This is an optimization exercise on Yosys and OpenROAD, whose aim is small area, a short achievable clock period and few clock cycles, not a production implementation.
In this exercise RTL edits were held to simulation tests only and were not proved equivalent to the original.
In every run shown here, the design's own scripts or RTL, not TritonCTS, make the clock network.
The flow treats the clock pin as an ideal source. Dropping or thinning the clock tree relies on that and would not hold on a real chip.
Power and IR drop assume default switching activity.

File: flow/constraint.sdc
create_clock -name core_clock -period 4.0 [get_ports {clk}]
set_input_delay 0.8000 -clock core_clock [delete_from_list [all_inputs] [get_ports {clk}]]
set_output_delay 0.8000 -clock core_clock [all_outputs]
set_load 0.01 [all_outputs]
File: flow/standard.sh
#!/bin/bash
# synth_recipe.tcl (not shown) runs the flow's synth.tcl, then flattens the netlist and writes it again
# the make line also repeats each setting of config.mk as NAME=value (left out here)
make -C /OpenROAD-flow-scripts/flow DESIGN_CONFIG=/design/flow/config.mk WORK_HOME=/design/flow/orfs CLKGATE_MAP_FILE= SYNTH_SCRIPT=/design/flow/synth_recipe.tcl "${@:-finish}"
File: flow/flow/cts_hook.tcl
# Clock tree by hand: the clock port drives K buffers, each driving a
# cluster of the registers (k-means on their placed positions).
proc manual_cts {K cbuf {rbuf ""}} {
  set block [ord::get_db_block]
  set clknet [$block findNet clk]
  set master [[ord::get_db] findMaster $cbuf]
  set sinks {}
  foreach it [$clknet getITerms] {
    set b [[$it getInst] getBBox]
    lappend sinks [list $it [expr {([$b xMin] + [$b xMax]) / 2.0}] [expr {([$b yMin] + [$b yMax]) / 2.0}]]
  }
  set sinks [lsort -real -index 1 $sinks]
  set n [llength $sinks]
  # initial centers: spread along x
  set cx {}; set cy {}
  for {set k 0} {$k < $K} {incr k} {
    set s [lindex $sinks [expr {int(($k + 0.5) * $n / $K)}]]
    lappend cx [lindex $s 1]; lappend cy [lindex $s 2]
  }
  for {set iter 0} {$iter < 30} {incr iter} {
    set sumx [lrepeat $K 0.0]; set sumy [lrepeat $K 0.0]; set cnt [lrepeat $K 0]
    set assign {}
    foreach s $sinks {
      set best 0; set bd 1e30
      for {set k 0} {$k < $K} {incr k} {
        set d [expr {abs([lindex $s 1] - [lindex $cx $k]) + abs([lindex $s 2] - [lindex $cy $k])}]
        if {$d < $bd} { set bd $d; set best $k }
      }
      lappend assign $best
      lset sumx $best [expr {[lindex $sumx $best] + [lindex $s 1]}]
      lset sumy $best [expr {[lindex $sumy $best] + [lindex $s 2]}]
      lset cnt $best [expr {[lindex $cnt $best] + 1}]
    }
    for {set k 0} {$k < $K} {incr k} {
      if {[lindex $cnt $k] > 0} {
        lset cx $k [expr {[lindex $sumx $k] / [lindex $cnt $k]}]
        lset cy $k [expr {[lindex $sumy $k] / [lindex $cnt $k]}]
      }
    }
  }
  set src $clknet
  if {$rbuf ne ""} {
    # one root buffer at the middle of the leaves
    set rinst [odb::dbInst_create $block [[ord::get_db] findMaster $rbuf] clkbuf_root]
    set src [odb::dbNet_create $block clknet_root]
    $src setSigType CLOCK
    [$rinst findITerm A] connect $clknet
    [$rinst findITerm X] connect $src
    set mx 0.0; set my 0.0
    for {set k 0} {$k < $K} {incr k} { set mx [expr {$mx + [lindex $cx $k]}]; set my [expr {$my + [lindex $cy $k]}] }
    $rinst setLocation [expr {int($mx / $K)}] [expr {int($my / $K)}]
    $rinst setPlacementStatus PLACED
  }
  for {set k 0} {$k < $K} {incr k} {
    set inst [odb::dbInst_create $block $master clkbuf_leaf_$k]
    set net [odb::dbNet_create $block clknet_leaf_$k]
    $net setSigType CLOCK
    [$inst findITerm A] connect $src
    [$inst findITerm X] connect $net
    $inst setLocation [expr {int([lindex $cx $k])}] [expr {int([lindex $cy $k])}]
    $inst setPlacementStatus PLACED
    lappend nets $net
  }
  foreach s $sinks a $assign {
    set it [lindex $s 0]
    $it disconnect
    $it connect [lindex $nets $a]
  }
  puts "manual_cts: $n sinks in $K clusters of [join $cnt { }]"
}

# ORFS's cts step calls clock_tree_synthesis: build the tree by hand instead,
# a root buffer driving one buffer per cluster of registers.
proc clock_tree_synthesis {args} {
  manual_cts 6 sky130_fd_sc_hd__clkbuf_8 sky130_fd_sc_hd__clkbuf_8
  set_propagated_clock [all_clocks]
}
File: flow/flow/run.sh
#!/bin/bash
# Standard layout with two changes:
#  - the ports get plain buffers instead of delay cells;
#  - the clock tree is built by hand (flow/cts_hook.tcl, run by ORFS's cts
#    step before it would call clock_tree_synthesis): one root buffer driving
#    one buffer per cluster of registers, in place of TritonCTS's H-tree.
set -euo pipefail
work=$(pwd)
export BUFFER_PORTS_ARGS="-buffer_cell sky130_fd_sc_hd__buf_1"
export PRE_CTS_TCL="$work/flow/cts_hook.tcl"
bash standard.sh > flow.log 2>&1
File: flow/design.v
module tslcf_deframer (
    input  wire       clk,
    input  wire       rst,
    input  wire       in_valid,
    output wire       in_ready,
    input  wire [1:0] in_kind,
    input  wire [7:0] in_data,
    output reg        b_valid,    
    output reg        e_valid,    
    output reg        a_valid,    
    output reg        fe_first,   
    output reg  [7:0] op_byte
);
    localparam [1:0] K_DATA  = 2'd0,
                     K_EOS   = 2'd1,
                     K_ABORT = 2'd2;
    localparam [1:0] HUNT0 = 2'd0,   
                     HUNT1 = 2'd1,   
                     BODY0 = 2'd2,   
                     BODY1 = 2'd3;   
    reg  [1:0] state;
    reg        pend_end;    
    reg        nfe;         
    assign in_ready = nfe;
    always @(*) fe_first = !nfe;
    wire take   = in_valid && !fe_first;
    wire is_esc;
    wire is_stx;
    tslcf_bytecmp u_cmp (
        .d   (in_data),
        .esc (is_esc),
        .stx (is_stx)
    );
    always @(posedge clk) begin
        if (!fe_first)
            op_byte <= in_data;
    end
    wire k_data  = !in_kind[1] && !in_kind[0];
    wire k_eos   = !in_kind[1] &&  in_kind[0];
    wire k_abort =  in_kind[1] && !in_kind[0];
    wire s_hunt1 = (state == HUNT1);
    wire s_body0 = (state == BODY0);
    wire s_body1 = (state == BODY1);
    wire in_body = state[1];
    wire t_data  = take && k_data;
    wire t_stop  = take && (k_eos || k_abort);    
    reg [1:0] state_n;
    always @(*) begin
        state_n = state;
        if (t_stop)
            state_n = HUNT0;
        else if (t_data) begin
            case (state)
                HUNT0: if (is_esc) state_n = HUNT1;
                HUNT1: if (is_stx) state_n = BODY0; else if (!is_esc) state_n = HUNT0;
                BODY0: if (is_esc) state_n = BODY1;
                default: state_n = BODY0;
            endcase
        end
    end
    wire lone_x  = t_data && s_body1 && !is_esc && !is_stx;
    wire lone_e  = take && k_eos && s_body1;
    wire fe_n    = lone_x || lone_e;
    wire b_n     = fe_first ? !pend_end
                 : (t_data && ((s_body0 && !is_esc) || (s_body1 && !is_stx))) || lone_e;
    wire e_n     = fe_first ? pend_end
                 : (t_data && s_body1 && is_stx) || (take && k_eos && s_body0);
    wire a_n     = !fe_first && take && k_abort && in_body;
    always @(posedge clk) begin
        pend_end <= lone_e;    
        if (rst) begin
            state    <= HUNT0;
            b_valid  <= 1'b0;
            e_valid  <= 1'b0;
            a_valid  <= 1'b0;
            nfe      <= 1'b1;
        end else begin
            state    <= state_n;
            b_valid  <= b_n;
            e_valid  <= e_n;
            a_valid  <= a_n;
            nfe      <= !fe_n;
        end
    end
endmodule
module tslcf_bytecmp (
    input  wire [7:0] d,
    output wire       esc,    
    output wire       stx     
);
    assign esc = (d == 8'hFE);
    assign stx = (d == 8'h02);
endmodule
module tslcf_parser (
    input  wire        clk,
    input  wire        rst,
    input  wire        b_valid,
    input  wire        e_valid,
    input  wire        a_valid,
    input  wire        fe_first,
    input  wire [7:0]  op_byte,
    output reg         out_valid,
    output reg  [3:0]  out_tag,
    output reg  [15:0] out_data
);
    localparam [2:0] F_PBC    = 3'd1,
                     F_VERFLG = 3'd2,
                     F_SCREEN = 3'd3,
                     F_INDEX  = 3'd4,
                     F_CW     = 3'd5,
                     F_TLEN   = 3'd6,
                     F_STOP   = 3'd7;    
    localparam [2:0] S_OK          = 3'd0,
                     S_TOOSHORT    = 3'd1,
                     S_LENMISMATCH = 3'd2,
                     S_TRUNCATED   = 3'd3,
                     S_UNSUPPORTED = 3'd4,
                     S_ABORTED     = 3'd5;
    reg  [2:0]  field;       
    reg         half;        
    reg         text;        
    reg  [15:0] text_nleft;  
    reg  [15:0] len_nleft;   
    reg         len_over;    
    wire [15:0] text_inc, len_inc;
    assign text_inc[0] = !text_nleft[0];
    assign len_inc[0]  = !len_nleft[0];
    genvar gi;
    generate
        for (gi = 1; gi < 16; gi = gi + 1) begin : g_inc
            assign text_inc[gi] = text_nleft[gi] ^ (&text_nleft[gi-1:0]);
            assign len_inc[gi]  = len_nleft[gi]  ^ (&len_nleft[gi-1:0]);
        end
    endgenerate
    wire [7:0]  lo_byte = out_data[7:0];      
    wire [7:0]  byte_in = fe_first ? 8'hFE : op_byte;
    wire [15:0] field16 = {byte_in, lo_byte};
    wire f_pbc  = (field == F_PBC);
    wire f_cw   = (field == F_CW);
    wire f_tlen = (field == F_TLEN);
    wire header = (field == F_PBC) || (field == F_VERFLG) || (field == F_SCREEN);
    wire stop   = (field == F_STOP);
    wire ev_text = b_valid && text;
    wire ev_lo   = b_valid && !text && !stop && !half;
    wire ev_hi   = b_valid && !text && !stop && half;
    wire ev_end  = e_valid || a_valid;
    reg  [2:0]  status;
    always @(*) begin
        if (a_valid)
            status = S_ABORTED;
        else if (header)
            status = S_TOOSHORT;
        else if (len_over || len_nleft != 16'hFFFF)
            status = S_LENMISMATCH;
        else if (stop)
            status = S_UNSUPPORTED;
        else if (field == F_INDEX && !half && !text)
            status = S_OK;
        else
            status = S_TRUNCATED;
    end
    always @(posedge clk) begin
        out_valid      <= ev_text || ev_hi || ev_end;
        out_tag[3]     <= ev_end;
        out_tag[2:0]   <= ev_end ? 3'd0 : ev_hi ? field : 3'd7;
        out_data[15:8] <= ev_hi ? byte_in : 8'd0;
        if (ev_end)
            out_data[7:0] <= {5'd0, status};
        else if (ev_text || ev_lo)
            out_data[7:0] <= byte_in;
    end
    always @(posedge clk) begin
        if (rst || ev_end) begin
            field <= F_PBC;
            half  <= 1'b0;
            text  <= 1'b0;
        end else if (ev_text) begin
            text <= (text_nleft[15:1] != 15'h7FFF);
        end else if (ev_lo) begin
            half <= 1'b1;
        end else if (ev_hi) begin
            half <= 1'b0;
            case (field)
                F_PBC:    field <= F_VERFLG;
                F_VERFLG: field <= F_SCREEN;
                F_CW:     field <= byte_in[7] ? F_STOP : F_TLEN;
                F_TLEN: begin
                    field <= F_INDEX;
                    text  <= (field16 != 16'd0);
                end
                F_SCREEN: field <= F_INDEX;
                default:  field <= F_CW;            
            endcase
        end
    end
    always @(posedge clk) begin
        if (ev_text)
            text_nleft <= text_inc;
        else if (ev_hi && f_tlen)
            text_nleft <= ~field16;
    end
    always @(posedge clk) begin
        if (b_valid) begin
            if (ev_hi && f_pbc) begin
                len_nleft <= ~field16;
                len_over  <= 1'b0;
            end else begin
                len_nleft <= len_inc;
                if (len_nleft == 16'hFFFF)
                    len_over <= 1'b1;
            end
        end
    end
endmodule
module tslcf_rx (
    input  wire        clk,
    input  wire        rst,
    input  wire        in_valid,
    output wire        in_ready,
    input  wire [1:0]  in_kind,
    input  wire [7:0]  in_data,
    output wire        out_valid,
    output wire [3:0]  out_tag,
    output wire [15:0] out_data
);
    wire       b_valid;
    wire       e_valid;
    wire       a_valid;
    wire       fe_first;
    wire [7:0] op_byte;
    tslcf_deframer u_deframer (
        .clk      (clk),
        .rst      (rst),
        .in_valid (in_valid),
        .in_ready (in_ready),
        .in_kind  (in_kind),
        .in_data  (in_data),
        .b_valid  (b_valid),
        .e_valid  (e_valid),
        .a_valid  (a_valid),
        .fe_first (fe_first),
        .op_byte  (op_byte)
    );
    tslcf_parser u_parser (
        .clk       (clk),
        .rst       (rst),
        .b_valid   (b_valid),
        .e_valid   (e_valid),
        .a_valid   (a_valid),
        .fe_first  (fe_first),
        .op_byte   (op_byte),
        .out_valid (out_valid),
        .out_tag   (out_tag),
        .out_data  (out_data)
    );
endmodule
File: flow/config.mk
export PLATFORM = sky130hd
export DESIGN_NAME = tslcf_rx
export DESIGN_NICKNAME = tslcf_rx
export VERILOG_FILES = /design/flow/design.v
export SDC_FILE = /design/flow/constraint.sdc
export NUM_CORES = 4
export LEC_CHECK = 0
export CAP_MARGIN = 20
export CORE_MARGIN = 2
export CORE_UTILIZATION = 65
export PLACE_DENSITY = 0.75
export SETUP_SLACK_MARGIN = 2.2
export SLEW_MARGIN = 20
export SYNTH_HIERARCHICAL = 1
export SYNTH_MINIMUM_KEEP_SIZE = 0
export TNS_END_PERCENT = 0
==> impl_metrics.env, run 1 <==
export IMPL_outcome="complete, no violations"
export IMPL_final_setup_vio_count=0
export IMPL_worst_ep_arrival_time_ps=2140
export IMPL_grt_setup_unrepaired="yes"
export IMPL_rr_endpoint="u_parser.len_over"
export IMPL_total_leakage_power_nw=1.475
export IMPL_worstReg2RegStart="u_deframer.b_valid"
export IMPL_antenna_cells=0
export IMPL_fp_dieArea_um2=5942
export IMPL_timing_hold_violations_final=0
export IMPL_post_synth_cell_area_avg_um2=10.12
export IMPL_insertion_delay_ps=350
export IMPL_timing_final_max_slew_violations=0
export IMPL_synth_top_family_by_area="simple AND/OR/NAND/NOR gates"
export IMPL_initial_core_util=0.6755
export IMPL_worst_slew_pin_slew_ps=536.1
export IMPL_power_ir_vdd_worst_uv=323.7
export IMPL_grt_pass1_wl_um=11380
export IMPL_drc_errors=0
export IMPL_grt_start_max_net_pins=31
export IMPL_number_of_standard_cell_rows_in_the_floorplan=26
export IMPL_cp_depth=5
export IMPL_synth_compound_gate_area_share=0.1027
export IMPL_synthesis_area_um2=3472
export IMPL_synth_async_sr_flop_share=0
export IMPL_r2r_slack_ps=2150
export IMPL_min_period_ps=1879
export IMPL_maxSlewHeadroom=0.6413
export IMPL_crit_path_start="in_data[4]"
export IMPL_cp_delay_by_family_top="simple AND/OR/NAND/NOR gates"
export IMPL_setup_worst_path_end="u_deframer.e_valid"
export IMPL_postSynthNetCount=367
export IMPL_drt_pass1_iterations=4
export IMPL_number_of_flops_mapped_to_enable_cells_by_yosys=44
export IMPL_finalInstanceArea_um2=3971
export IMPL_ys_warn_count=8
export IMPL_final_setup_skew_ps=19.22
export IMPL_end_kind="register"
export IMPL_synth_seq_area_share=0.5535
export IMPL_synth_adder_area_share=0.03964
export IMPL_synth_lib_cells_used_distinct=46
export IMPL_initial_drt_markers=185
export IMPL_maxCapViolCount=0
export IMPL_muxShareOfSynthArea=0.01153
export IMPL_setup_slack_ps=2121
export IMPL_final_cell_mix="sky130_fd_sc_hd__nor2_1, sky130_fd_sc_hd__edfxtp_1, sky130_fd_sc_hd__nand2_1, sky130_fd_sc_hd__buf_1, sky130_fd_sc_hd__dfxtp_1"
export IMPL_grt_antenna_before_repair=0
export IMPL_synth_simple_gate_area_frac=0.2086
export IMPL_vias_in_the_first_global_route=2327
export IMPL_vias=2679
export IMPL_drtAntennaViolNets=0
export IMPL_hold_path_startpoint="u_deframer.state[0]"
export IMPL_path_buf_inv=1
export IMPL_synthCells=343
export IMPL_die_width_um=77.09
export IMPL_grt_usage=0.2353
export IMPL_clkSlewWorstSetupHoldPaths_ps=90
export IMPL_instance_area_after_placement_um2=3650
export IMPL_timing_critical_path_cells="buf_6 > or4_4 > nor4_4 > nand4_1 > a31oi_1"
export IMPL_route_detailed_vias_per_inst=5.862
export IMPL_worst_path_max_fanout=5
export IMPL_ys_dominant_reg_cell="sky130_fd_sc_hd__edfxtp_1"
export IMPL_routedWlPerCell_um=16.37
export IMPL_io_pins=35
export IMPL_final_nets=413
export IMPL_hpwl_um=4842
export IMPL_gp_congestion=0.7897
export IMPL_fin_util=0.7726
export IMPL_routed_wl_um=7481
export IMPL_worstSetupStartpointType="input port"
export IMPL_maxClockFrequency_ghz=0.5323
export IMPL_synth_xor_xnor_area_share=0.05550
export IMPL_cpMaxStageDelayCell="sky130_fd_sc_hd__or4_4"
export IMPL_fp_dieH_um=77.09
export IMPL_cpPeakStageDelay_ps=540
export IMPL_cp_required_ps=4270
export IMPL_place_ws_ps=1309
export IMPL_setup_tns_ps=0
export IMPL_post_route_cells_drive_above_1_share=0.1421
export IMPL_grt_residual_overflow=0
export IMPL_worst_r2r_cell_count=5
export IMPL_syn_to_final_growth_pct=14.38
export IMPL_ys_seq_elements=74
export IMPL_cellPowerDensity_nw_per_um2=310.4
export IMPL_numPortBuffers=34
export IMPL_timing_setup_critical_path_class="in -> reg"
export IMPL_fp_coreArea_um2=5140
export IMPL_min_path_type="reg -> reg"
export IMPL_layout_commonest_cell="sky130_fd_sc_hd__nor2_1"
export IMPL_period_share=0.4697
## worst reg2reg max path: stages (launching register included)
cell	delay [ps]
sky130_fd_sc_hd__dfxtp_4	380
sky130_fd_sc_hd__nor2b_4	180
sky130_fd_sc_hd__nand3_4	100
sky130_fd_sc_hd__or4b_4	610
sky130_fd_sc_hd__o21ai_1	130
sky130_fd_sc_hd__and2_1	160
## Yosys stat by module, one instance, submodules excluded, a selection
module          cells  cell area [µm²]
tslcf_parser      291             2858
tslcf_deframer     46            573.0
tslcf_bytecmp       6            41.29
## per-stage QoR
| stage | power (mW) | cells | hold slack, ps |
|---|---|---|---|
| after floorplan | 0.8482 | 343 | 444.1 |
| after global placement | 0.8664 | 433 | 488.0 |
| after detailed placement | 0.8676 | 433 | 503.1 |
| after CTS | 1.235 | 447 | 515.7 |
| after global routing | 1.270 | 457 | 535.3 |
| final | 1.233 | 457 | 531.6 |
## flip-flops by register name, summed over array words and instances (netlist names)
register / cells
u_deframer.a_valid: 1
u_deframer.b_valid: 1
u_deframer.e_valid: 1
u_deframer.nfe: 1
u_deframer.op_byte: 8
u_deframer.pend_end: 1
u_deframer.state: 2
u_parser.field: 3
u_parser.half: 1
u_parser.len_nleft: 16
u_parser.len_over: 1
u_parser.out_data: 16
u_parser.out_tag: 4
u_parser.out_valid: 1
u_parser.text: 1
u_parser.text_nleft: 16
## layer usage
| metal | wire length (µm) | vias to the layer above | track usage |
|---|---|---|---|
| li1 | - | 1306 | - |
| met1 | 3058 | 1271 | 0.3315 |
| met2 | 3719 | 91 | 0.3904 |
| met3 | 575 | 11 | 0.03059 |
| met4 | 129 | 0 | 0.05714 |
| met5 | 0 | - | 0 |
## synth_stat cells (all sizes together) (9+ instances only)
master	instances	area, µm²
xnor2	14	122.6
edfxtp	44	1321
nand2	32	120.1
dfxtp	30	600.6
o21ai	21	105.1
nand3	11	72.57
ha	11	137.6
clkbuf	9	33.78
a21oi	20	100.1
nor2	59	221.5
## worst min-delay path by stage
stage / to / cells after the start
after floorplan: u_deframer.e_valid / 2
after global placement: u_deframer.e_valid / 2
after detailed placement: u_deframer.e_valid / 2
after CTS: u_deframer.e_valid / 2
after global routing: u_deframer.e_valid / 2
final: u_deframer.state[0] / 2
## logic make-up after synthesis
family                     Yosys count
muxes                                4
adders and majority gates           11
and+or+nand+nor                    148
DFF                                 74
xor gates and xnor gates            22
AOI/OAI and AO/OA                   61
buffers and inverters               23
## timing repair
action / CTS / global route
setup endpoints to repair: 50 / 44
setup buffers: 6 / 10
cloned: 1 / 0
resized for setup: 4 / 22
pin swaps: 4 / 6
hold buffers: 0 / 0
## final cells by class
cell class                 instances  area (µm²)
fill                             358        1169
timing repair buffer              51       296.5
sequential                        74        1934
multi-input combinational        247        1523
tap                               70       87.58
inverter                           8       33.78
buffer                             7       96.34
## report_power, final
| group | internal, mW | switching, mW |
|---|---|---|
| combinational | 0.0155 | 0.0244 |
| clock | 0.158 | 0.223 |
| sequential | 0.806 | 0.00656 |
Testbench counts, summed over its fixed seeds: cycles 14,627.
==> inputs of run 2 (changes only) <==
--- a/flow/config.mk
+++ b/flow/config.mk
@@ -13,4 +13,4 @@
 export SLEW_MARGIN = 20
 export SYNTH_HIERARCHICAL = 1
 export SYNTH_MINIMUM_KEEP_SIZE = 0
-export TNS_END_PERCENT = 0
+export TNS_END_PERCENT = 20
==> impl_metrics.env, run 2 <==
export IMPL_syn_to_final_growth_pct=18.45
export IMPL_maxCapViolCount=0
export IMPL_maxSlewHeadroom=0.6794
export IMPL_fp_dieArea_um2=5942
export IMPL_share_seq_of_total_power=0.657
export IMPL_reg_largest_list="u_parser.len_nleft x16, u_parser.out_data x16, u_parser.text_nleft x16"
export IMPL_final_setup_skew_ps=14.51
export IMPL_timing_setup_critical_path_class="reg -> out"
export IMPL_power_ir_vdd_worst_uv=296.8
export IMPL_post_synth_cell_area_avg_um2=10.12
export IMPL_min_path_type="reg -> reg"
export IMPL_worst_path_max_fanout=4
export IMPL_min_period_ps=1839
export IMPL_path_buf_inv=1
export IMPL_grt_start_max_net_pins=21
export IMPL_drtAntennaViolNets=0
export IMPL_die_width_um=77.09
export IMPL_cp_delay_by_family_top="flip-flops"
export IMPL_power_frac_clock=0.311
export IMPL_outcome="complete, no violations"
export IMPL_ys_warn_count=8
export IMPL_routed_wl_um=7915
export IMPL_final_setup_vio_count=0
export IMPL_layout_commonest_cell="sky130_fd_sc_hd__nor2_1"
export IMPL_synthDominantCellAreaShare=0.3805
export IMPL_drc_errors=0
export IMPL_synth_most_common_cell="sky130_fd_sc_hd__nor2_1"
export IMPL_cp_required_ps=3200
export IMPL_combinational_group_share_of_total_power=0.033
export IMPL_grt_residual_overflow=0
export IMPL_period_share=0.4599
export IMPL_post_route_cells_drive_above_1_share=0.1823
export IMPL_cellPowerDensity_nw_per_um2=300.7
export IMPL_fin_hold_ws_ps=543.7
export IMPL_worstSetupStartpointType="register"
export IMPL_grt_usage=0.2560
export IMPL_synth_common_cells="sky130_fd_sc_hd__nor2_1, sky130_fd_sc_hd__edfxtp_1, sky130_fd_sc_hd__nand2_1, sky130_fd_sc_hd__dfxtp_1, sky130_fd_sc_hd__a21oi_1"
export IMPL_number_of_flops_mapped_to_enable_cells_by_yosys=44
export IMPL_final_cell_mix="sky130_fd_sc_hd__nor2_1, sky130_fd_sc_hd__edfxtp_1, sky130_fd_sc_hd__buf_1, sky130_fd_sc_hd__nand2_1, sky130_fd_sc_hd__dfxtp_1"
export IMPL_route_detailed_vias_per_inst=6.009
export IMPL_grt_setup_unrepaired="yes"
export IMPL_synthesis_area_um2=3472
export IMPL_initial_core_util=0.6755
export IMPL_timing_hold_violations_final=0
export IMPL_worst_r2r_cell_count=7
export IMPL_insertion_delay_ps=340
export IMPL_hold_depth=2
export IMPL_drt_pass1_iterations=5
export IMPL_ys_seq_elements=74
export IMPL_initial_drt_markers=197
export IMPL_cp_depth=1
export IMPL_switchingPower_uw=258.5
export IMPL_clkSlewWorstSetupHoldPaths_ps=80
export IMPL_postSynthNetCount=367
export IMPL_io_pins=35
export IMPL_synthCells=343
export IMPL_routedWlPerCell_um=17.02
export IMPL_gp_congestion=0.8204
export IMPL_netlist_top_cells_area="sky130_fd_sc_hd__edfxtp_1, sky130_fd_sc_hd__dfxtp_1, sky130_fd_sc_hd__nor2_1"
export IMPL_finalNonFillerCells=465
export IMPL_end_kind="primary output"
export IMPL_timing_final_max_slew_violations=0
export IMPL_number_of_standard_cell_rows_in_the_floorplan=26
export IMPL_fp_dieH_um=77.09
export IMPL_cpPeakStageDelay_ps=520
export IMPL_place_inst=433
export IMPL_worst_slew_pin_slew_ps=479.1
export IMPL_numPortBuffers=34
export IMPL_timing_critical_path_cells="buf_1"
export IMPL_maxClockFrequency_ghz=0.5436
export IMPL_antenna_cells=0
export IMPL_synth_lib_cells_used_distinct=46
export IMPL_grt_antenna_before_repair=0
export IMPL_cpMaxStageDelayCell="sky130_fd_sc_hd__edfxtp_1"
export IMPL_hpwl_um=5084
export IMPL_synth_async_sr_flop_share=0
export IMPL_fp_coreArea_um2=5140
export IMPL_synthDominantAreaCellType="sky130_fd_sc_hd__edfxtp_1"
export IMPL_power_report_internal_total_uw=978.4
export IMPL_vias=2794
export IMPL_cts_hold_fix_buffers=0
export IMPL_total_leakage_power_nw=1.539
export IMPL_setup_tns_ps=0
export IMPL_worst_ep_arrival_time_ps=1040
export IMPL_vias_in_the_first_global_route=2524
export IMPL_ys_dominant_reg_cell="sky130_fd_sc_hd__edfxtp_1"
export IMPL_final_nets=421
export IMPL_switching_part_of_the_total_power=0.2090
export IMPL_grt_pass1_wl_um=12180
export IMPL_synth_seq_area_share=0.5535
run 2: cell counts after synthesis:
Identical to the previous run, type by type.
run 2: path summary, 6_finish.rpt:
check,from,to,slack (ps)
setup / recovery,u_parser.out_data[2],out_data[2],2160
setup reg to reg,u_parser.len_nleft[0],u_parser.len_nleft[9],2190
hold / removal,u_deframer.state[0],u_deframer.state[0],540
hold reg to reg,u_deframer.state[0],u_deframer.state[0],540
run 2: cell families after synthesis:
logic type      synth area share
mux                      0.01153
xor+xnor                 0.05550
flops                     0.5535
fa+ha+maj                0.03964
compound gates            0.1027
buf+inv                  0.02847
simple gates              0.2086
run 2: power groups by stage:
stage / clock [mW] / combinational [mW] / sequential (mW)
2_1_floorplan: 0 / 0.0190 / 0.829
5_1_grt: 0.412 / 0.0447 / 0.812
4_1_cts: 0.384 / 0.0393 / 0.813
3_5_place_dp: 0 / 0.0364 / 0.830
3_3_place_gp: 0 / 0.0355 / 0.830
6_report: 0.384 / 0.0406 / 0.812
run 2: stage by stage:
stage	power [mW]	setup slack [ps]	area, µm²	utilization
3_5_place_dp	0.8664	1442	3652	0.7106
6_report	1.237	2161	4113	0.8001
2_1_floorplan	0.8476	1945	3498	-
3_3_place_gp	0.8655	1533	3652	0.7106
4_1_cts	1.236	2137	3946	0.7678
5_1_grt	1.269	2116	4113	0.8001
run 2: what timing repair did:
item / in CTS / in global routing
resized for setup: 19 / 21
cloned: 1 / 1
endpoints found under the setup margin: 48 / 39
pin swaps: 7 / 7
setup buffers: 14 / 9
run 2: metal layers:
metal,wire (µm),vias up,global-route usage
met3,523,19,0.02471
met1,3174,1333,0.3284
met4,160,0,0.05893
li1,-,1323,-
met2,4057,119,0.4693
met5,0,-,0
run 2: per-module statistics from Yosys, one instance, submodules excluded, excerpt:
module,cells inside,flip-flops and latches
tslcf_deframer,46,15
tslcf_bytecmp,6,0
tslcf_parser,291,59
run 2: final cells by class:
| class | count | area [µm²] |
|---|---|---|
| buffer | 7 | 96.34 |
| multi-input combinational | 247 | 1574 |
| fill | 340 | 1027 |
| timing repair buffer | 59 | 384.1 |
| inverter | 8 | 33.78 |
| sequential | 74 | 1937 |
| tap | 70 | 87.58 |
==> inputs of run 3 (changes only) <==
==> flow/flow/run.sh (replaced) <==
#!/bin/bash
# Standard layout with these changes:
#  - the ports get plain buffers instead of delay cells;
#  - the clock tree is built by hand (flow/cts_hook.tcl, run by ORFS's cts
#    step before it would call clock_tree_synthesis): one root buffer driving
#    one buffer per cluster of registers, in place of TritonCTS's H-tree;
#  - the slow wide OR/NOR cells in flow/dont_use.txt are added to the
#    platform's don't-use list (synthesis maps the same registers).
set -euo pipefail
work=$(pwd)
{
  echo "include $work/config.mk"
  echo "export DONT_USE_CELLS = $(cat "$work/flow/dont_use.txt")"
} > "$work/my_config.mk"
sed "s#DESIGN_CONFIG=[^ ]*#DESIGN_CONFIG=$work/my_config.mk#" standard.sh > my_standard.sh
grep -q "DESIGN_CONFIG=$work/my_config.mk" my_standard.sh
export BUFFER_PORTS_ARGS="-buffer_cell sky130_fd_sc_hd__buf_1"
export PRE_CTS_TCL="$work/flow/cts_hook.tcl"
bash my_standard.sh > flow.log 2>&1
==> flow/flow/dont_use.txt (new file) <==
sky130_fd_sc_hd__or4_1 sky130_fd_sc_hd__or4_2 sky130_fd_sc_hd__or4_4 sky130_fd_sc_hd__or4b_1 sky130_fd_sc_hd__or4b_2 sky130_fd_sc_hd__or4b_4 sky130_fd_sc_hd__or4bb_1 sky130_fd_sc_hd__or4bb_2 sky130_fd_sc_hd__or4bb_4 sky130_fd_sc_hd__or3_4 sky130_fd_sc_hd__or3b_4 sky130_fd_sc_hd__nor4_4 sky130_fd_sc_hd__nor3_4
--- a/flow/config.mk
+++ b/flow/config.mk
@@ -13,4 +13,4 @@
 export SLEW_MARGIN = 20
 export SYNTH_HIERARCHICAL = 1
 export SYNTH_MINIMUM_KEEP_SIZE = 0
-export TNS_END_PERCENT = 20
+export TNS_END_PERCENT = 100
==> impl_metrics.env, run 3 <==
export IMPL_synthCells=341
export IMPL_clkSlewWorstSetupHoldPaths_ps=80
export IMPL_gp_congestion=0.8528
export IMPL_drt_pass1_iterations=4
export IMPL_number_of_standard_cell_rows_in_the_floorplan=26
export IMPL_final_setup_vio_count=0
export IMPL_synth_common_cells="sky130_fd_sc_hd__nor2_1, sky130_fd_sc_hd__edfxtp_1, sky130_fd_sc_hd__nand2_1, sky130_fd_sc_hd__dfxtp_1"
export IMPL_number_of_flops_mapped_to_enable_cells_by_yosys=44
export IMPL_finalInstanceArea_um2=4089
export IMPL_grt_usage=0.2360
export IMPL_grt_pass1_wl_um=11430
export IMPL_maxCapViolCount=0
export IMPL_netlist_top_cells_area="sky130_fd_sc_hd__edfxtp_1, sky130_fd_sc_hd__dfxtp_1, sky130_fd_sc_hd__nor2_1"
export IMPL_finalNonFillerCells=461
export IMPL_numPortBuffers=34
export IMPL_total_leakage_power_nw=1.495
export IMPL_combinational_group_share_of_total_power=0.031
export IMPL_worst_slew_pin_slew_ps=436.6
export IMPL_maxClockFrequency_ghz=0.5411
export IMPL_fp_dieArea_um2=6038
export IMPL_route_detailed_vias_per_inst=5.805
export IMPL_worstSetupStartpointType="register"
export IMPL_vias_in_the_first_global_route=2344
export IMPL_synth_lib_cells_used_distinct=48
export IMPL_synthDominantCellAreaShare=0.3742
export IMPL_syn_to_final_growth_pct=15.80
export IMPL_synth_most_common_cell="sky130_fd_sc_hd__nor2_1"
export IMPL_hpwl_um=5060
export IMPL_synthDominantAreaCellType="sky130_fd_sc_hd__edfxtp_1"
export IMPL_synth_async_sr_flop_share=0
export IMPL_place_inst=432
export IMPL_min_path_type="reg -> reg"
export IMPL_grt_start_max_net_pins=34
export IMPL_share_seq_of_total_power=0.665
export IMPL_vias=2676
export IMPL_timing_setup_critical_path_class="reg -> reg"
export IMPL_worst_ep_arrival_time_ps=1930
export IMPL_final_setup_skew_ps=23.99
export IMPL_power_ir_vdd_worst_uv=303.6
export IMPL_end_kind="register"
export IMPL_timing_hold_violations_final=0
export IMPL_drc_errors=0
export IMPL_fp_dieH_um=77.71
export IMPL_instance_area_after_placement_um2=3706
export IMPL_grt_antenna_before_repair=0
export IMPL_num_fill_cells=346
export IMPL_maxSlewHeadroom=0.7058
export IMPL_synth_seq_area_share=0.5443
export IMPL_grt_setup_unrepaired="yes"
export IMPL_insertion_delay_ps=330
export IMPL_fp_coreArea_um2=5172
export IMPL_routedWlPerCell_um=16.41
export IMPL_ys_dominant_reg_cell="sky130_fd_sc_hd__edfxtp_1"
export IMPL_final_nets=417
export IMPL_fin_util=0.7905
export IMPL_synthesis_area_um2=3531
export IMPL_ys_seq_elements=74
export IMPL_worst_path_max_fanout=6
export IMPL_timing_final_max_slew_violations=0
export IMPL_switching_part_of_the_total_power=0.2012
export IMPL_period_share=0.4621
export IMPL_setup_tns_ps=0
export IMPL_min_period_ps=1848
export IMPL_io_pins=35
export IMPL_die_width_um=77.71
export IMPL_grt_residual_overflow=0
export IMPL_antenna_cells=0
export IMPL_outcome="complete, no violations"
export IMPL_final_cell_mix="sky130_fd_sc_hd__nor2_1, sky130_fd_sc_hd__edfxtp_1, sky130_fd_sc_hd__nand2_1, sky130_fd_sc_hd__buf_1, sky130_fd_sc_hd__dfxtp_1"
export IMPL_reg_largest_list="u_parser.len_nleft x16, u_parser.out_data x16, u_parser.text_nleft x16"
export IMPL_cp_required_ps=4080
export IMPL_postSynthNetCount=365
export IMPL_switchingPower_uw=246.3
export IMPL_routed_wl_um=7563
export IMPL_cellPowerDensity_nw_per_um2=299.4
export IMPL_post_route_cells_drive_above_1_share=0.2020
export IMPL_power_report_internal_total_uw=977.8
export IMPL_drtAntennaViolNets=0
export IMPL_post_synth_cell_area_avg_um2=10.35
export IMPL_ys_warn_count=8
export IMPL_initial_core_util=0.6826
export IMPL_initial_drt_markers=156
export IMPL_power_frac_clock=0.304
-- run 3: cell types whose count changed in the layout (fill, tap and decap cells not counted), moves of 3 or more --
| cell | previous run | this run |
|---|---|---|
| sky130_fd_sc_hd__dfxtp_2 | 3 | 6 |
| sky130_fd_sc_hd__nor2_1 | 50 | 44 |
| sky130_fd_sc_hd__buf_6 | 5 | 0 |
| sky130_fd_sc_hd__nor2_4 | 4 | 1 |
| sky130_fd_sc_hd__a21oi_1 | 19 | 10 |
| sky130_fd_sc_hd__nand2_1 | 31 | 35 |
| sky130_fd_sc_hd__o21ai_2 | 0 | 7 |
-- run 3: area by class of cell --
type | count | area (µm²) | share of cell area
buffer | 7 | 96.34 | 0.02356
tap | 70 | 87.58 | 0.02142
multi-input combinational | 244 | 1622 | 0.3966
sequential | 74 | 1937 | 0.4737
timing repair buffer | 56 | 305.3 | 0.07466
inverter | 10 | 41.29 | 0.01010
-- run 3: cells by family after synthesis --
logic type / synth area share
AOI/OAI and AO/OA: 0.1070
xor gates and xnor gates: 0.05457
adders and majority gates: 0.03898
buffers and inverters: 0.03047
DFF: 0.5443
muxes: 0.01134
and+or+nand+nor: 0.2133
-- run 3: power groups by stage --
stage                     combinational, mW  clock, mW  sequential (mW)
after floorplan                      0.0193          0            0.829
after global placement               0.0357          0            0.831
after detailed placement             0.0368          0            0.831
after CTS                            0.0373      0.378            0.813
after global routing                 0.0424      0.403            0.814
final                                0.0383      0.372            0.813
-- run 3: worst paths after layout --
kind	startpoint	to	slack, ps	depth (start not counted)
setup reg to reg	u_parser.text_nleft[1]	u_parser.text_nleft[10]	2150	6
hold reg to reg	u_deframer.pend_end	u_deframer.e_valid	500	2
hold / removal	u_deframer.pend_end	u_deframer.e_valid	500	2
setup / recovery	u_parser.text_nleft[1]	u_parser.text_nleft[10]	2150	6
-- run 3: layer usage --
layer | wire length, µm | track usage | vias up
met5 | 0 | 0 | -
met4 | 55 | 0.02500 | 0
met3 | 310 | 0.02093 | 4
met2 | 3892 | 0.4241 | 73
met1 | 3305 | 0.3222 | 1286
li1 | - | - | 1313
-- run 3: per-stage QoR --
stage | setup slack (ps) | power [mW] | hold slack [ps]
after floorplan | 2205 | 0.8481 | 444.1
after global placement | 1758 | 0.8664 | 479.7
after detailed placement | 1676 | 0.8678 | 475.3
after CTS | 2206 | 1.229 | 493.5
after global routing | 2083 | 1.259 | 516.9
final | 2152 | 1.224 | 504.2
-- run 3: per-module statistics from Yosys, one instance, submodules excluded, a selection --
module,cell area (µm²),cells inside
tslcf_parser,2915,289
tslcf_deframer,573.0,46
tslcf_bytecmp,42.54,6
-- run 3: worst max-delay path, cell delays in order (launching register included) --
cell	delay (ps)
sky130_fd_sc_hd__edfxtp_1	370
sky130_fd_sc_hd__ha_2	220
sky130_fd_sc_hd__nand3_4	90
sky130_fd_sc_hd__or3_1	530
sky130_fd_sc_hd__buf_4	200
sky130_fd_sc_hd__xnor2_2	110
sky130_fd_sc_hd__o21ai_1	70
-- run 3: repair_timing --
item,CTS,global route
setup endpoints to repair,46,41
pin swaps,4,13
hold buffers,0,0
resized for setup,10,20
buffers inserted,4,18
cloned,0,0
==> inputs of run 4 (changes only) <==
--- a/flow/config.mk
+++ b/flow/config.mk
@@ -13,4 +13,4 @@
 export SLEW_MARGIN = 20
 export SYNTH_HIERARCHICAL = 1
 export SYNTH_MINIMUM_KEEP_SIZE = 0
-export TNS_END_PERCENT = 100
+export TNS_END_PERCENT = 0
==> impl_metrics.env, run 4 <==
export IMPL_outcome="complete, no violations"
export IMPL_syn_to_final_growth_pct=12.08
export IMPL_worst_slew_pin_slew_ps=469.7
export IMPL_crit_path_start="u_parser.text_nleft[1]"
export IMPL_netlist_top_cells_area="sky130_fd_sc_hd__edfxtp_1, sky130_fd_sc_hd__dfxtp_1, sky130_fd_sc_hd__nor2_1"
export IMPL_insertion_delay_ps=330
export IMPL_worstReg2RegStart="u_parser.text_nleft[1]"
export IMPL_timing_final_max_slew_violations=0
export IMPL_place_inst=433
export IMPL_post_synth_cell_area_avg_um2=10.35
export IMPL_initial_core_util=0.6826
export IMPL_fp_coreArea_um2=5172
export IMPL_postSynthNetCount=365
export IMPL_worst_path_max_fanout=6
export IMPL_hpwl_um=4979
export IMPL_io_pins=35
export IMPL_final_setup_skew_ps=15.58
export IMPL_final_setup_vio_count=0
export IMPL_maxSlewHeadroom=0.6860
export IMPL_synth_seq_area_share=0.5443
export IMPL_synthDominantCellAreaShare=0.3742
export IMPL_die_width_um=77.71
export IMPL_ys_warn_count=8
export IMPL_cp_required_ps=4080
export IMPL_reg_largest_list="u_parser.len_nleft x16, u_parser.out_data x16, u_parser.text_nleft x16"
export IMPL_fp_dieArea_um2=6038
export IMPL_antenna_cells=0
export IMPL_number_of_flops_mapped_to_enable_cells_by_yosys=44
export IMPL_drc_errors=0
export IMPL_final_nets=410
export IMPL_grt_antenna_before_repair=0
export IMPL_vias_in_the_first_global_route=2407
export IMPL_min_path_type="reg -> reg"
export IMPL_ys_seq_elements=74
export IMPL_synthCells=341
export IMPL_post_route_cells_drive_above_1_share=0.1484
export IMPL_timing_hold_violations_final=0
export IMPL_synth_common_cells="sky130_fd_sc_hd__nor2_1, sky130_fd_sc_hd__edfxtp_1, sky130_fd_sc_hd__nand2_1, sky130_fd_sc_hd__dfxtp_1"
export IMPL_rr_endpoint="u_parser.text_nleft[10]"
export IMPL_setup_slack_ps=2167
export IMPL_setup_worst_path_end="u_parser.text_nleft[10]"
export IMPL_numPortBuffers=34
export IMPL_hold_path_startpoint="u_deframer.pend_end"
export IMPL_drtAntennaViolNets=0
export IMPL_grt_residual_overflow=0
export IMPL_cellPowerDensity_nw_per_um2=308.8
export IMPL_route_detailed_vias_per_inst=5.771
export IMPL_grt_start_max_net_pins=22
export IMPL_worst_ep_arrival_time_ps=1910
export IMPL_routed_wl_um=7229
export IMPL_setup_tns_ps=0
export IMPL_synth_async_sr_flop_share=0
export IMPL_end_kind="register"
export IMPL_worstSetupStartpointType="register"
export IMPL_final_cell_mix="sky130_fd_sc_hd__nor2_1, sky130_fd_sc_hd__edfxtp_1, sky130_fd_sc_hd__nand2_1, sky130_fd_sc_hd__buf_1, sky130_fd_sc_hd__dfxtp_1"
export IMPL_fin_hold_ws_ps=487.5
export IMPL_clkSlewWorstSetupHoldPaths_ps=80
export IMPL_synth_lib_cells_used_distinct=48
export IMPL_r2r_slack_ps=2170
export IMPL_number_of_standard_cell_rows_in_the_floorplan=26
export IMPL_initial_drt_markers=220
export IMPL_grt_pass1_wl_um=11780
export IMPL_grt_usage=0.2400
export IMPL_total_leakage_power_nw=1.446
export IMPL_synth_most_common_cell="sky130_fd_sc_hd__nor2_1"
export IMPL_routedWlPerCell_um=15.92
export IMPL_place_ws_ps=1400
export IMPL_drt_pass1_iterations=4
export IMPL_synthesis_area_um2=3531
export IMPL_maxCapViolCount=0
export IMPL_finalNonFillerCells=454
export IMPL_min_period_ps=1833
export IMPL_vias=2620
export IMPL_worst_r2r_cell_count=6
export IMPL_ys_dominant_reg_cell="sky130_fd_sc_hd__edfxtp_1"
export IMPL_period_share=0.4582
export IMPL_grt_setup_unrepaired="yes"
export IMPL_synthDominantAreaCellType="sky130_fd_sc_hd__edfxtp_1"
export IMPL_fp_dieH_um=77.71
export IMPL_gp_congestion=0.8127
export IMPL_power_ir_vdd_worst_uv=302.2
export IMPL_timing_setup_critical_path_class="reg -> reg"
export IMPL_maxClockFrequency_ghz=0.5456
[run 4: logic make-up (layout without fill, tap and decap cells)]
kind of cell	count (synthesis)	after routing	share of synthesized area
flip-flops	74	74	0.5443
AND/OR/NAND/NOR	148	148	0.2133
buffers and inverters	23	66	0.03047
XOR/XNOR	22	22	0.05457
adder cells (fa/ha/maj)	11	11	0.03898
AO/OA/AOI/OAI	59	59	0.1070
multiplexers	4	4	0.01134
[run 4: repair_timing]
item | CTS | global route
setup endpoints to repair | 44 | 53
resized for setup | 9 | 5
pin swaps | 4 | 7
setup buffers | 4 | 10
hold buffers | 0 | 0
[run 4: per-stage QoR]
stage | total power, mW | utilization | area [µm²]
detailed placement | 0.8659 | 0.7148 | 3697
global route | 1.261 | 0.7651 | 3958
finish | 1.222 | 0.7651 | 3958
floorplan | 0.8477 | - | 3545
CTS | 1.228 | 0.7475 | 3866
global placement | 0.8653 | 0.7148 | 3697
[run 4: per-module statistics from Yosys, one instance, submodules excluded, excerpt]
| module | flops+latches | times used | area (µm²) | cells |
|---|---|---|---|---|
| tslcf_parser | 59 | 1 | 2915 | 289 |
| tslcf_deframer | 15 | 1 | 573.0 | 46 |
| tslcf_bytecmp | 0 | 1 | 42.54 | 6 |
[run 4: where the power goes]
| group | leakage [nW] | switching, mW | internal (mW) |
|---|---|---|---|
| registers | 0.656 | 0.00691 | 0.806 |
| logic | 0.739 | 0.0219 | 0.0132 |
| clock network | 0.0503 | 0.216 | 0.158 |
| total | 1.45 | 0.245 | 0.977 |
[run 4: worst min path at each step]
| stage | slack, ps | to | cells after the start |
|---|---|---|---|
| floorplan | 440 | u_deframer.e_valid | 2 |
| global placement | 480 | u_deframer.e_valid | 2 |
| detailed placement | 470 | u_deframer.e_valid | 2 |
| CTS | 490 | u_deframer.e_valid | 2 |
| global route | 510 | u_deframer.e_valid | 2 |
| finish | 490 | u_deframer.e_valid | 2 |
[run 4: per-layer routing]
layer | wire, µm | part of all wire | global-route usage | up-vias
li1 | - | - | - | 1302
met1 | 3295 | 0.46 | 0.3461 | 1224
met2 | 3516 | 0.49 | 0.4043 | 85
met3 | 344 | 0.048 | 0.01860 | 9
met4 | 73 | 0.010 | 0.04464 | 0
met5 | 0 | 0 | 0 | -
[run 4: layout make-up]
| type | count | area, µm² |
|---|---|---|
| Sequential cell | 74 | 1929 |
| Multi-Input combinational cell | 244 | 1550 |
| Fill cell | 369 | 1215 |
| Timing Repair Buffer | 49 | 252.7 |
| Buffer | 7 | 96.34 |
| Tap cell | 70 | 87.58 |
| Inverter | 10 | 41.29 |
[run 4: worst max-delay path, cell delays in order, from the launching register on]
cell	delay (ps)
sky130_fd_sc_hd__edfxtp_1	370
sky130_fd_sc_hd__ha_2	200
sky130_fd_sc_hd__nand3_2	100
sky130_fd_sc_hd__or3_1	510
sky130_fd_sc_hd__buf_4	200
sky130_fd_sc_hd__xnor2_1	110
sky130_fd_sc_hd__o21ai_0	90
==> inputs of run 5 (changes only) <==
==> flow/flow/dont_use.txt (replaced) <==
sky130_fd_sc_hd__or4_1 sky130_fd_sc_hd__or4_2 sky130_fd_sc_hd__or4_4 sky130_fd_sc_hd__or4b_1 sky130_fd_sc_hd__or4b_2 sky130_fd_sc_hd__or4b_4 sky130_fd_sc_hd__or4bb_1 sky130_fd_sc_hd__or4bb_2 sky130_fd_sc_hd__or4bb_4 sky130_fd_sc_hd__or3_4 sky130_fd_sc_hd__or3b_4 sky130_fd_sc_hd__nor4_4 sky130_fd_sc_hd__nor3_4 sky130_fd_sc_hd__nor4_1 sky130_fd_sc_hd__nor4_2 sky130_fd_sc_hd__nor4b_1 sky130_fd_sc_hd__nor4b_2 sky130_fd_sc_hd__nor4b_4 sky130_fd_sc_hd__nor4bb_1 sky130_fd_sc_hd__nor4bb_2 sky130_fd_sc_hd__nor4bb_4 sky130_fd_sc_hd__nor3_1 sky130_fd_sc_hd__nor3_2 sky130_fd_sc_hd__nor3b_1 sky130_fd_sc_hd__nor3b_2 sky130_fd_sc_hd__nor3b_4
==> impl_metrics.env, run 5 <==
export IMPL_outcome="complete, no violations"
export IMPL_ys_dominant_reg_cell="sky130_fd_sc_hd__edfxtp_1"
export IMPL_fp_dieH_um=77.72
export IMPL_post_route_cells_drive_above_1_share=0.1319
export IMPL_synthCells=342
export IMPL_io_pins=35
export IMPL_route_detailed_vias_per_inst=5.984
export IMPL_reg_largest_list="u_parser.len_nleft x16, u_parser.out_data x16, u_parser.text_nleft x16"
export IMPL_setup_tns_ps=0
export IMPL_worst_ep_arrival_time_ps=1920
export IMPL_drtAntennaViolNets=0
export IMPL_worst_slew_pin_slew_ps=590.7
export IMPL_end_kind="register"
export IMPL_synthesis_area_um2=3532
export IMPL_gp_congestion=0.8680
export IMPL_die_width_um=77.72
export IMPL_synth_async_sr_flop_share=0
export IMPL_share_seq_of_total_power=0.664
export IMPL_grt_usage=0.2426
export IMPL_multi_input_combinational_cell_area_um2=1573
export IMPL_maxClockFrequency_ghz=0.5487
export IMPL_timing_final_max_slew_violations=0
export IMPL_timing_hold_violations_final=0
export IMPL_final_cell_mix="sky130_fd_sc_hd__nor2_1, sky130_fd_sc_hd__edfxtp_1, sky130_fd_sc_hd__nand2_1, sky130_fd_sc_hd__buf_1, sky130_fd_sc_hd__dfxtp_1"
export IMPL_fp_dieArea_um2=6040
export IMPL_insertion_delay_ps=350
export IMPL_instance_area_after_placement_um2=3680
export IMPL_cellPowerDensity_nw_per_um2=307.8
export IMPL_report_power_total_mw=1.215
export IMPL_final_setup_skew_ps=26.99
export IMPL_grt_residual_overflow=0
export IMPL_worst_path_max_fanout=3
export IMPL_drt_pass1_iterations=5
export IMPL_initial_drt_markers=260
export IMPL_number_of_standard_cell_rows_in_the_floorplan=26
export IMPL_synthDominantCellAreaShare=0.3741
export IMPL_synth_common_cells="sky130_fd_sc_hd__nor2_1, sky130_fd_sc_hd__edfxtp_1, sky130_fd_sc_hd__nand2_1, sky130_fd_sc_hd__dfxtp_1, sky130_fd_sc_hd__o21ai_0"
export IMPL_numPortBuffers=34
export IMPL_postSynthNetCount=366
export IMPL_synth_seq_area_share=0.5441
export IMPL_synthDominantAreaCellType="sky130_fd_sc_hd__edfxtp_1"
export IMPL_power_report_internal_total_uw=971.7
export IMPL_hpwl_um=4992
export IMPL_period_share=0.4556
export IMPL_grt_setup_unrepaired="yes"
export IMPL_routedWlPerCell_um=16.36
export IMPL_synth_lib_cells_used_distinct=46
export IMPL_fin_util=0.7629
export IMPL_vias=2687
export IMPL_ys_warn_count=8
export IMPL_sequential_cell_area_um2=1931
export IMPL_number_of_flops_mapped_to_enable_cells_by_yosys=44
export IMPL_grt_pass1_wl_um=11830
export IMPL_fp_coreArea_um2=5172
export IMPL_layout_commonest_cell="sky130_fd_sc_hd__nor2_1"
export IMPL_switchingPower_uw=243.0
export IMPL_worstSetupStartpointType="register"
export IMPL_synth_most_common_cell="sky130_fd_sc_hd__nor2_1"
export IMPL_switching_part_of_the_total_power=0.2000
export IMPL_syn_to_final_growth_pct=11.72
export IMPL_grt_antenna_before_repair=0
export IMPL_maxCapViolCount=0
export IMPL_ys_seq_elements=74
export IMPL_vias_in_the_first_global_route=2473
export IMPL_routed_wl_um=7344
export IMPL_final_setup_vio_count=0
export IMPL_timing_setup_critical_path_class="reg -> reg"
export IMPL_initial_core_util=0.6829
export IMPL_worst_r2r_cell_count=7
export IMPL_cp_required_ps=4090
export IMPL_power_ir_vdd_worst_uv=256.6
export IMPL_drc_errors=0
export IMPL_setup_slack_ps=2178
export IMPL_place_ws_ps=1815
export IMPL_maxSlewHeadroom=0.6048
export IMPL_combinational_group_share_of_total_power=0.026
export IMPL_hold_depth=2
export IMPL_finalInstanceArea_um2=3946
export IMPL_cts_hold_fix_buffers=0
export IMPL_grt_start_max_net_pins=34
export IMPL_antenna_cells=0
export IMPL_min_period_ps=1822
export IMPL_final_nets=405
export IMPL_power_frac_clock=0.310
export IMPL_num_fill_cells=384
export IMPL_min_path_type="reg -> reg"
export IMPL_post_synth_cell_area_avg_um2=10.33
export IMPL_clkSlewWorstSetupHoldPaths_ps=100
export IMPL_netlist_top_cells_area="sky130_fd_sc_hd__edfxtp_1, sky130_fd_sc_hd__dfxtp_1, sky130_fd_sc_hd__nor2_1"
export IMPL_total_leakage_power_nw=1.384
[run 5: cell types whose count changed in the layout (fill, tap and decap cells not counted), sizes merged, moves of 3 or more]
cell	change
and4	+8
nand4	+3
buf	-4
nor4	-8
xor2	+10
nor3	-6
o21ai	-3
xnor2	-10
[run 5: layer usage]
metal | vias up | GRT usage | share of wire | wire length (µm)
met4 | 0 | 0.05000 | 0.022 | 163
met2 | 100 | 0.4095 | 0.48 | 3491
li1 | 1301 | - | - | -
met1 | 1269 | 0.3435 | 0.45 | 3292
met5 | - | 0 | 0 | 0
met3 | 17 | 0.02326 | 0.054 | 397
[run 5: final timing paths]
| check | start | to | slack [ps] |
|---|---|---|---|
| min | u_deframer.pend_end | u_deframer.e_valid | 510 |
| max reg2reg | u_parser.text_nleft[0] | u_parser.text_nleft[9] | 2180 |
| max | u_parser.text_nleft[0] | u_parser.text_nleft[9] | 2180 |
| min reg2reg | u_deframer.pend_end | u_deframer.e_valid | 510 |
[run 5: area by class of cell]
class                   instances  area share
well taps                      70     0.02219
flip-flops and latches         74      0.4892
multi-input cells             245      0.3985
plain buffers                   7     0.02441
repair buffers                 45     0.05644
inverters                       8    0.009195
[run 5: stage by stage]
step,std cells,hold slack [ps]
floorplan,342,458.8
global placement,431,499.4
detailed placement,431,496.7
CTS,442,509.6
global route,449,549.6
finish,449,512.5
[run 5: kinds of logic (layout without fill, tap and decap cells)]
group / count (synthesis) / after routing / synth area share
fa+ha+maj: 11 / 11 / 0.03897
buf+inv: 23 / 60 / 0.03330
simple gates: 149 / 149 / 0.2129
compound gates: 59 / 59 / 0.1049
mux: 4 / 4 / 0.01134
xor+xnor: 22 / 22 / 0.05455
flops: 74 / 74 / 0.5441
[run 5: what timing repair did]
action / 4_1_cts / 5_1_grt
gates resized for setup: 10 / 13
pin swaps: 4 / 5
setup endpoints to repair: 44 / 49
setup buffers: 4 / 7
[run 5: power groups by stage]
stage | registers (mW) | clock network, mW | logic, mW
after floorplan | 0.823 | 0 | 0.0165
after global placement | 0.824 | 0 | 0.0303
after detailed placement | 0.824 | 0 | 0.0308
after CTS | 0.806 | 0.379 | 0.0311
after global routing | 0.806 | 0.410 | 0.0357
final | 0.806 | 0.377 | 0.0318
[run 5: per-module statistics from Yosys, one instance, submodules excluded, excerpt]
module | area, µm² | flip-flops and latches
tslcf_bytecmp | 43.79 | 0
tslcf_deframer | 598.1 | 15
tslcf_parser | 2890 | 59
[run 5: critical path, cell delays in order (launching register included)]
cell and delay [ps]:
sky130_fd_sc_hd__edfxtp_1 420, sky130_fd_sc_hd__ha_2 210, sky130_fd_sc_hd__and3_4 180, sky130_fd_sc_hd__and3_4 180, sky130_fd_sc_hd__and3_4 180, sky130_fd_sc_hd__ha_4 160, sky130_fd_sc_hd__xnor2_2 170, sky130_fd_sc_hd__o21ai_1 70
==> inputs of run 6 (changes only) <==
--- a/flow/config.mk
+++ b/flow/config.mk
@@ -13,4 +13,4 @@
 export SLEW_MARGIN = 20
 export SYNTH_HIERARCHICAL = 1
 export SYNTH_MINIMUM_KEEP_SIZE = 0
-export TNS_END_PERCENT = 0
+export TNS_END_PERCENT = 100
==> impl_metrics.env, run 6 <==
export IMPL_synth_simple_gate_area_frac=0.2129
export IMPL_hpwl_um=5081
export IMPL_cellPowerDensity_nw_per_um2=301.4
export IMPL_grt_usage=0.2513
export IMPL_timing_critical_path_cells="ha_2 > and3_4 > and3_4 > and3_4 > ha_4 > xnor2_2 > o21ai_1"
export IMPL_power_report_internal_total_uw=971.6
export IMPL_cpMaxStageDelayCell="sky130_fd_sc_hd__edfxtp_1"
export IMPL_switchingPower_uw=241.0
export IMPL_maxSlewHeadroom=0.6051
export IMPL_routedWlPerCell_um=16.81
export IMPL_final_nets=409
export IMPL_initial_drt_markers=214
export IMPL_die_width_um=77.72
export IMPL_vias=2646
export IMPL_total_leakage_power_nw=1.430
export IMPL_finalInstanceArea_um2=4023
export IMPL_drc_errors=0
export IMPL_setup_slack_ps=2187
export IMPL_synth_lib_cells_used_distinct=46
export IMPL_synthDominantCellAreaShare=0.3741
export IMPL_setup_tns_ps=0
export IMPL_routed_wl_um=7615
export IMPL_synth_top_family_by_area="simple AND/OR/NAND/NOR gates"
export IMPL_synth_compound_gate_area_share=0.1049
export IMPL_worstSetupStartpointType="register"
export IMPL_timing_hold_violations_final=0
export IMPL_synth_common_cells="sky130_fd_sc_hd__nor2_1, sky130_fd_sc_hd__edfxtp_1, sky130_fd_sc_hd__nand2_1, sky130_fd_sc_hd__dfxtp_1, sky130_fd_sc_hd__o21ai_0"
export IMPL_cpPeakStageDelay_ps=410
export IMPL_synth_seq_area_share=0.5441
export IMPL_grt_antenna_before_repair=0
export IMPL_final_cell_mix="sky130_fd_sc_hd__nor2_1, sky130_fd_sc_hd__edfxtp_1, sky130_fd_sc_hd__nand2_1, sky130_fd_sc_hd__buf_1, sky130_fd_sc_hd__dfxtp_1"
export IMPL_worst_path_max_fanout=3
export IMPL_number_of_standard_cell_rows_in_the_floorplan=26
export IMPL_min_path_type="reg -> reg"
export IMPL_power_frac_clock=0.309
export IMPL_netlist_top_cells_area="sky130_fd_sc_hd__edfxtp_1, sky130_fd_sc_hd__dfxtp_1, sky130_fd_sc_hd__nor2_1"
export IMPL_num_fill_cells=360
export IMPL_drtAntennaViolNets=0
export IMPL_fp_dieArea_um2=6040
export IMPL_cp_required_ps=4060
export IMPL_ys_warn_count=8
export IMPL_cts_hold_fix_buffers=0
export IMPL_muxShareOfSynthArea=0.01134
export IMPL_initial_core_util=0.6829
export IMPL_layout_commonest_cell="sky130_fd_sc_hd__nor2_1"
export IMPL_period_share=0.4533
export IMPL_worst_ep_arrival_time_ps=1880
export IMPL_timing_setup_critical_path_class="reg -> reg"
export IMPL_multi_input_combinational_cell_area_um2=1603
export IMPL_numPortBuffers=34
export IMPL_insertion_delay_ps=330
export IMPL_report_power_total_mw=1.213
export IMPL_power_ir_vdd_worst_uv=283.3
export IMPL_number_of_flops_mapped_to_enable_cells_by_yosys=44
export IMPL_reg_largest_list="u_parser.len_nleft x16, u_parser.out_data x16, u_parser.text_nleft x16"
export IMPL_antenna_cells=0
export IMPL_io_pins=35
export IMPL_share_seq_of_total_power=0.665
export IMPL_final_setup_skew_ps=16.16
export IMPL_synth_most_common_cell="sky130_fd_sc_hd__nor2_1"
export IMPL_drt_pass1_iterations=5
export IMPL_place_ws_ps=1821
export IMPL_grt_residual_overflow=0
export IMPL_route_detailed_vias_per_inst=5.841
export IMPL_synthCells=342
export IMPL_ys_seq_elements=74
export IMPL_postSynthNetCount=366
export IMPL_grt_start_max_net_pins=34
export IMPL_outcome="complete, no violations"
export IMPL_timing_final_max_slew_violations=0
export IMPL_maxCapViolCount=0
export IMPL_gp_congestion=0.8657
export IMPL_ys_dominant_reg_cell="sky130_fd_sc_hd__edfxtp_1"
export IMPL_maxClockFrequency_ghz=0.5516
export IMPL_synthDominantAreaCellType="sky130_fd_sc_hd__edfxtp_1"
export IMPL_combinational_group_share_of_total_power=0.026
export IMPL_grt_setup_unrepaired="yes"
export IMPL_synth_adder_area_share=0.03897
export IMPL_fp_dieH_um=77.72
export IMPL_timing_critical_path_mode_cell="sky130_fd_sc_hd__and3_4"
export IMPL_sequential_cell_area_um2=1937
export IMPL_instance_area_after_placement_um2=3680
export IMPL_min_period_ps=1813
export IMPL_synth_async_sr_flop_share=0
export IMPL_post_synth_cell_area_avg_um2=10.33
export IMPL_synth_xor_xnor_area_share=0.05455
export IMPL_synthesis_area_um2=3532
export IMPL_grt_pass1_wl_um=12290
export IMPL_fp_coreArea_um2=5172
export IMPL_post_route_cells_drive_above_1_share=0.1619
export IMPL_syn_to_final_growth_pct=13.89
export IMPL_worst_slew_pin_slew_ps=590.3
export IMPL_switching_part_of_the_total_power=0.1987
export IMPL_fin_util=0.7777
export IMPL_end_kind="register"
export IMPL_final_setup_vio_count=0
export IMPL_vias_in_the_first_global_route=2505
export IMPL_clkSlewWorstSetupHoldPaths_ps=80
run 6: path summary, 6_finish.rpt:
check                         startpoint                endpoint  slack [ps]  cells after the start
setup reg to reg  u_parser.text_nleft[0]  u_parser.text_nleft[9]        2190                      7
hold / removal       u_deframer.pend_end      u_deframer.e_valid         520                      2
setup / recovery  u_parser.text_nleft[0]  u_parser.text_nleft[9]        2190                      7
hold reg to reg      u_deframer.pend_end      u_deframer.e_valid         520                      2
run 6: kinds of logic after synthesis:
kind of cell / Yosys count
XOR/XNOR: 22
multiplexers: 4
flip-flops: 74
AO/OA/AOI/OAI: 59
AND/OR/NAND/NOR: 149
buffers and inverters: 23
adder cells (fa/ha/maj): 11
run 6: per-layer routing:
layer,GRT usage,part of all wire,vias up
met1,0.3456,0.43,1239
li1,-,-,1309
met4,0.05000,0.019,0
met5,0,0,-
met3,0.03605,0.059,14
met2,0.4276,0.49,84
run 6: layout make-up:
| class | count | share of cell area |
|---|---|---|
| Sequential cell | 74 | 0.4815 |
| Buffer | 7 | 0.02395 |
| Inverter | 8 | 0.008087 |
| Tap cell | 70 | 0.02177 |
| Multi-Input combinational cell | 245 | 0.3984 |
| Timing Repair Buffer | 49 | 0.06625 |
run 6: repair_timing:
action | 4_1_cts | 5_1_grt
setup endpoints to repair | 48 | 23
setup buffers | 7 | 8
pin swaps | 6 | 6
resized for setup | 20 | 14
run 6: per-module statistics from Yosys (local to each module, per instance), excerpt:
module,copies in the design,flops+latches
tslcf_deframer,1,15
tslcf_bytecmp,1,0
tslcf_parser,1,59
run 6: power groups by stage:
| stage | combinational (mW) | sequential [mW] | clock [mW] |
|---|---|---|---|
| finish | 0.0320 | 0.806 | 0.374 |
| global route | 0.0359 | 0.807 | 0.403 |
| CTS | 0.0312 | 0.806 | 0.377 |
| detailed placement | 0.0308 | 0.824 | 0 |
| global placement | 0.0303 | 0.824 | 0 |
| floorplan | 0.0165 | 0.823 | 0 |
run 6: worst max-delay path, delay by kind of cell, from the launching register on:
family | cells | cell delay, ps
compound gates | 1 | 90
xor+xnor | 1 | 140
fa+ha+maj | 2 | 370
flops | 1 | 410
simple gates | 3 | 540
run 6: metrics by stage:
| step | cells | hold WS [ps] |
|---|---|---|
| final | 453 | 515.2 |
| after global routing | 453 | 542.0 |
| after CTS | 445 | 515.9 |
| after detailed placement | 431 | 497.6 |
| after global placement | 431 | 498.8 |
| after floorplan | 342 | 458.8 |

## separate check: timing with driven ports
The results above use ideal ports. As a check the final layouts listed here were re-extracted and re-timed, cells and wires unchanged. Step 1: set_driving_cell puts a clkbuf_16 on clk and a buf_2 on each other input, an assumption about the parent block. Step 2 also shifts input and output timing later by t, the mid clock arrival at the registers, as if the neighbouring blocks saw the same clock. a / b / c = no drivers / after step 1 / after step 2; a / b = the first two.
run	t, ns	setup slack, ns	worst setup path at the end	cell pins on the clock port's net
run 1	0.365	2.121 / 2.116 / 1.750	input to register	1
run 2	0.365	2.161 / 2.130 / 1.846	input to register	1
run 3	0.351	2.152 / 2.152 / 1.955	input to register	1
run 4	0.347	2.167 / 2.160 / 1.854	input to register	1
run 5	0.362	2.178 / 2.164 / 1.992	input to register	1
run 6	0.355	2.187 / 2.187 / 2.004	input to register	1
After both steps setup and hold are still met in every run listed. For run 1, which loses most, drivers alone change the setup slack by -0.005 ns; drivers and shift together by -0.371 ns.
